What follows belongs to an exercise in optimizing a design on an open flow for small area and a short achievable clock period; a production flow would make more cautious choices.
Only simulation tests tie the RTL to the original design; equivalence was not proved.
No activity file was given, so power comes from the tool's default toggle rates.

==> flow/design.v (outline; a module is shown in full before it is edited, if it fits) <==
// module zre_mono: 949 lines
// module zre_fa: 10 lines
// module zre_ha: 9 lines
// module zre_a21oi: 8 lines
// module zre_and2: 7 lines
// module zre_inv: 6 lines
// module zre_nand2: 7 lines
// module zre_nor2: 7 lines
// module zre_o21ai: 8 lines
// module zre_or2: 7 lines
// module zre_xnor2: 7 lines
// module zre_xor2: 7 lines
module zre_mono (
    input  wire        clk,
    input  wire        rst,
    input  wire        start,
    input  wire [6:0]  black,
    input  wire        skip,
    input  wire [15:0] width,
    input  wire        pix_valid,
    input  wire [7:0]  pix_r,
    input  wire [7:0]  pix_g,
    input  wire [7:0]  pix_b,
    input  wire [7:0]  pix_a,
    input  wire        pix_last,
    output reg         dark_valid,
    output reg         dark,
    output reg         res_valid,
    output wire        res_err,
    output reg  [15:0] box_x,
    output reg  [15:0] box_y,
    output reg  [15:0] box_w,
    output reg  [15:0] box_h
);
  // ...
==> flow/flow/run.sh <==
#!/bin/bash
# Standard ORFS flow (the standard.sh): synthesis unchanged, then the
# layout with the ports buffered by buf_1 cells and setup repair aimed at a
# slack margin of 0 ns. Each step's output goes to its own log file here.
set -e
bash standard.sh synth > synth.log 2>&1
bash standard.sh "BUFFER_PORTS_ARGS=-buffer_cell sky130_fd_sc_hd__buf_1" SETUP_SLACK_MARGIN=0  finish > layout.log 2>&1
==> flow/standard.sh <==
#!/bin/bash
# synth_recipe.tcl (not shown) runs the flow's synth.tcl, then flattens the netlist and writes it again
# the make line also repeats each setting of config.mk as NAME=value (left out here)
make -C /OpenROAD-flow-scripts/flow DESIGN_CONFIG=/design/flow/config.mk WORK_HOME=/design/flow/orfs CLKGATE_MAP_FILE= SYNTH_SCRIPT=/design/flow/synth_recipe.tcl "${@:-finish}"
==> flow/config.mk <==
export PLATFORM = sky130hd
export DESIGN_NAME = zre_mono
export DESIGN_NICKNAME = zre_mono
export VERILOG_FILES = /design/flow/design.v
export SDC_FILE = /design/flow/constraint.sdc
export NUM_CORES = 4
export LEC_CHECK = 0
export CAP_MARGIN = 20
export CORE_MARGIN = 2
export CORE_UTILIZATION = 40
export PLACE_DENSITY = 0.6
export SLEW_MARGIN = 20
export SYNTH_HIERARCHICAL = 1
export SYNTH_MINIMUM_KEEP_SIZE = 0
==> flow/constraint.sdc <==
create_clock -name core_clock -period 13.0 [get_ports {clk}]
set_input_delay 2.6000 -clock core_clock [delete_from_list [all_inputs] [get_ports {clk}]]
set_output_delay 2.6000 -clock core_clock [all_outputs]
set_load 0.01 [all_outputs]
==> flow_summary.ini, run 1 <==
[placed_design]
place_congestion = 0.8477
io_buffer_count = 128

[routing]
met3WireLength_um = 1778
top_layer_used = met5

[timing]
setup_viol = 0
fin_crit_sh = 0.3388
fin_crit_ps = 4404
skew_ps = 9.134
relSlewSlack = 0.3509

[worst_setup_path]
endpoint = dark
cp-end-kind = register
crit_cells = 14
path_max_fanout = 17
criticalPathCategory = register to register
start_kind = register

[power]
comb-power_uw = 3330
switchingPower_uw = 2247
switching_share = 0.4843
sequentialPowerShare = 0.163
power_density_nw_per_um2 = 308.6
peakVddDrop_mv = 0.3279
internal_power_uw = 2392

[status]
status = timing/DRC/antenna clean

[grt]
busiest_layer = met2
track_usage = 0.1938
grt_util_met1 = 0.2742

[floorplan]
start_util = 0.4064
die_y_um = 188.8
die_width_um = 188.8

[synthesis]
synthCells = 1466
synth_top_family_by_area = adder cells
syn-cell-area_um2 = 13660
synth_top_area_frac = 0.2462
yosys-top-cells-area = dfxtp_1, fa_1, nand2_1
muxShareOfSynthArea = 0.02573

[layout]
largest_register = s1_d

[cts]
htreeDepth = 4

[hold_path]
holdPathEnd = s1_a[0]
==> run 2: changes to the inputs <==
==> flow/flow/run.sh (replaced) <==
#!/bin/bash
# Standard ORFS flow (the standard.sh): synthesis unchanged, then the
# layout with the ports buffered by buf_1 cells and setup repair aimed at a
# slack margin of 9.0 ns. Each step's output goes to its own log file here.
set -e
bash standard.sh synth > synth.log 2>&1
bash standard.sh "BUFFER_PORTS_ARGS=-buffer_cell sky130_fd_sc_hd__buf_1" SETUP_SLACK_MARGIN=9.0  finish > layout.log 2>&1
==> run 2 against run 1 <==
Register-to-register slack gained 480 ps. First-iteration DRC count shrank 0.43%. Setup slack gained 480 ps. Sequential cell count is the same. Count of clock-buffer cells in the layout grew 1.
==> flow_summary.ini, run 2 <==
[routing]
drc = 0
antenna_left = 0
avgViaCountPerCell = 5.095
wl_per_cell_um = 16.54
drtIter0Drc = 696
num_vias = 10270
wl_um = 33340
first_pass_iters = 7

[grt]
grt_pass1_vias = 10640
grt_overflow = 0
antenna_found_initial = 1
grt_pass1_wl_um = 55230
grt_max_degree = 65
track_usage = 0.1952

[timing]
fin_setup_tns_ps = 0
slew_viol_final = 0
rsz0062_at_grt = true
relSlewSlack = 0.3521
worstMarginPinSlew_ps = 971.9
hold_viol = 0
fin_crit_ps = 3921
fmax_ghz = 0.2551
skew_ps = 12.13
fin_crit_sh = 0.3016
setup_viol = 0

[synthesis]
synth_edf_count = 26
synthCells = 1466
synth.distinct_cells = 66
async_flop_share = 0
synth_most_common_cell = nand2_1
synth_top_area_frac = 0.2462
synth_top_cell_by_area = dfxtp_1
syn-cell-area_um2 = 13660
yosysSeqAreaShare = 0.3033
synth_common_cells = nand2_1, dfxtp_1, fa_1
synth_flop_cell = dfxtp_1
yosys_warnings = 7
syn_avg_cell_area_um2 = 9.319
ys_ff_latch = 194
yosys-top-cells-area = dfxtp_1, fa_1, nand2_1

[hold_path]
hold_path.class = register to register

[placed_design]
hpwl_um = 25150
dp_cells = 1971
io_buffer_count = 128
place_congestion = 0.8882

[status]
status = timing/DRC/antenna clean

[cts]
cts_buffers = 17
cts.path.max_buffers = 2
path_clk_slew_ps = 80
clock_latency_ps = 450
cts.hold.buffers_added = 0
cts.sinks = 194
cts_tree = yes
htreeDepth = 4
cts-root-buf = clkbuf_16

[layout]
largest_reg_flops = 17
fin_nets = 1822
mostFrequentLayoutCell = nand2_1
fillerInstances = 3174
diodes = 0
layout-drive-gt1-share = 0.08673
fin_cells = 2016
area_growth_syn_to_layout_pct = 12.13
layout_common_cells = nand2_1, fa_1, dfxtp_1
largest_register = s1_d

[job]
maxCapViolCount = 0

[worst_setup_path]
endpoint = dark
rr_worst_depth = 16
startpoint = s1_a[0]
r2r-start = s1_a[0]
criticalPathCategory = register to register
required_ps = 13380
path_max_fanout = 6
cp.arrival_ps = 4300
r2r_end = dark
rrSetupSlack_ps = 9080
start_kind = register
cp-end-kind = register

[floorplan]
ios = 129
die_width_um = 188.8
rows = 67
die_y_um = 188.8
die_area_um2 = 35650
coreArea_um2 = 33620
start_util = 0.4064

[power]
p_leak_uw = 0.005982
power_density_nw_per_um2 = 316.0
peakVddDrop_mv = 0.3649
## run 2: cell counts after synthesis
No cell type changed its count.
## run 2: metal layers
layer,track usage,up-vias,share of wire
met5,0,-,0.00051
met4,0.07091,2,0.025
met2,0.3084,276,0.45
li1,-,4921,-
met1,0.2684,5023,0.47
met3,0.03502,50,0.051
## run 2: per-module statistics from Yosys (local to each module, per instance)
module,flops+latches,cells inside,copies in the design
zre_ha,0,1,43
zre_inv,0,1,27
zre_and2,0,1,2
zre_a21oi,0,1,26
zre_fa,0,1,161
zre_xnor2,0,1,24
zre_nand2,0,1,42
zre_or2,0,1,19
zre_o21ai,0,1,23
zre_xor2,0,1,9
zre_mono,194,1051,1
zre_nor2,0,1,39
## run 2: kinds of logic (layout without fill, tap and decap cells)
group | after synthesis | after routing | share of synthesized area
AO/OA/AOI/OAI | 185 | 185 | 0.08407
adder cells (fa/ha/maj) | 207 | 207 | 0.2779
multiplexers | 35 | 35 | 0.02574
other | 2 | 10 | 0.0005497
XOR/XNOR | 101 | 101 | 0.06686
AND/OR/NAND/NOR | 553 | 553 | 0.1864
flip-flops | 194 | 194 | 0.3033
buffers and inverters | 189 | 283 | 0.05522
## run 2: final cells by class
cell class / instances / area, µm² / area share
multi-input cells: 1091 / 8911 / 0.5817
flip-flops and latches: 194 / 4202 / 0.2743
repair buffers: 146 / 651.9 / 0.04256
well taps: 448 / 560.5 / 0.03659
clock buffers: 18 / 439.2 / 0.02867
inverters: 105 / 394.1 / 0.02573
clock inverters: 14 / 160.2 / 0.01046
## run 2: worst min path at each step
stage	slack [ps]	depth (start not counted)	from	to
2_1_floorplan	310	0	s0_a[0]	s1_a[0]
5_1_grt	330	0	s0_a[3]	s1_a[3]
4_1_cts	330	0	s0_a[2]	s1_a[2]
6_report	330	0	s0_a[2]	s1_a[2]
3_3_place_gp	310	0	s0_a[2]	s1_a[2]
3_5_place_dp	310	0	s0_a[7]	s1_ok
## run 2: worst max-delay path: stages, from the launching register on
cell and delay (ps):
dfxtp_4 390, buf_12 130, buf_4 100, nand2_1 60, fa_1 460, fa_1 460, fa_1 590, fa_1 430
ha_1 300, nor2_1 120, nor2_2 60, a21oi_2 140, o21ai_2 90, a21oi_2 110, o21ai_1 80, xor2_1 140
nor3b_1 170
## run 2: repair_timing
| item | 4_1_cts | 5_1_grt |
|---|---|---|
| setup endpoints to repair | 6 | 23 |
| endpoints found under the hold margin | 0 | 0 |
| resized for setup | 10 | 52 |
| pin swaps | 0 | 2 |
| buffers inserted | 0 | 13 |
## run 2: stage by stage
stage                       util  power, µW  hold WS (ps)  setup slack, ps  instance area [µm²]
after global placement    0.4289       4040         311.7             8489                14420
after detailed placement  0.4289       4131         312.1             8396                14420
final                     0.4557       4841         326.7             9079                15320
after CTS                 0.4474       4694         329.9             8878                15040
after floorplan                -       3495         309.6             9010                13700
after global routing      0.4557       5488         330.5             8876                15320
## run 2: where the power goes
part           internal, µW  total (µW)  switching [µW]  leakage, µW
Sequential              665         768             103      0.00164
Clock                   265         541             275     0.000294
Combinational          1570        3530            1960      0.00405
Total                  2500        4840            2340      0.00598

[separate check: timing with driven ports]
The flow's constraints put no driver on any port. The routed layouts listed below were extracted and timed again, unchanged, in two steps.
Step 1: set_driving_cell puts a clkbuf_16 on clk and a buf_2 on each other input, an assumption about the parent block.
Step 2 times the ports against the registers' clock, not the clock port: input delays grow and output delays shrink by t, the midpoint of the rising clock arrivals with the driver on.
Slacks: ideal ports / drivers / drivers and shift; pairs: ideal ports / drivers.
| run | t, ns | setup slack, ns | worst hold slack (ns) | latest minus earliest clock arrival (ns) | pins driven straight from the clock port |
|---|---|---|---|---|---|
| run 1 | 0.493 | 8.596 / 8.596 / 8.284 | 0.333 / 0.333 / 0.333 | 0.010 / 0.011 | 1 |
| run 2 | 0.494 | 9.079 / 9.078 / 8.696 | 0.327 / 0.327 / 0.327 | 0.013 / 0.013 | 1 |
After both steps setup and hold are still met in every run listed. The setup slack of run 2, which loses most, moves by -0.001 ns with the drivers and by -0.383 ns with both steps.
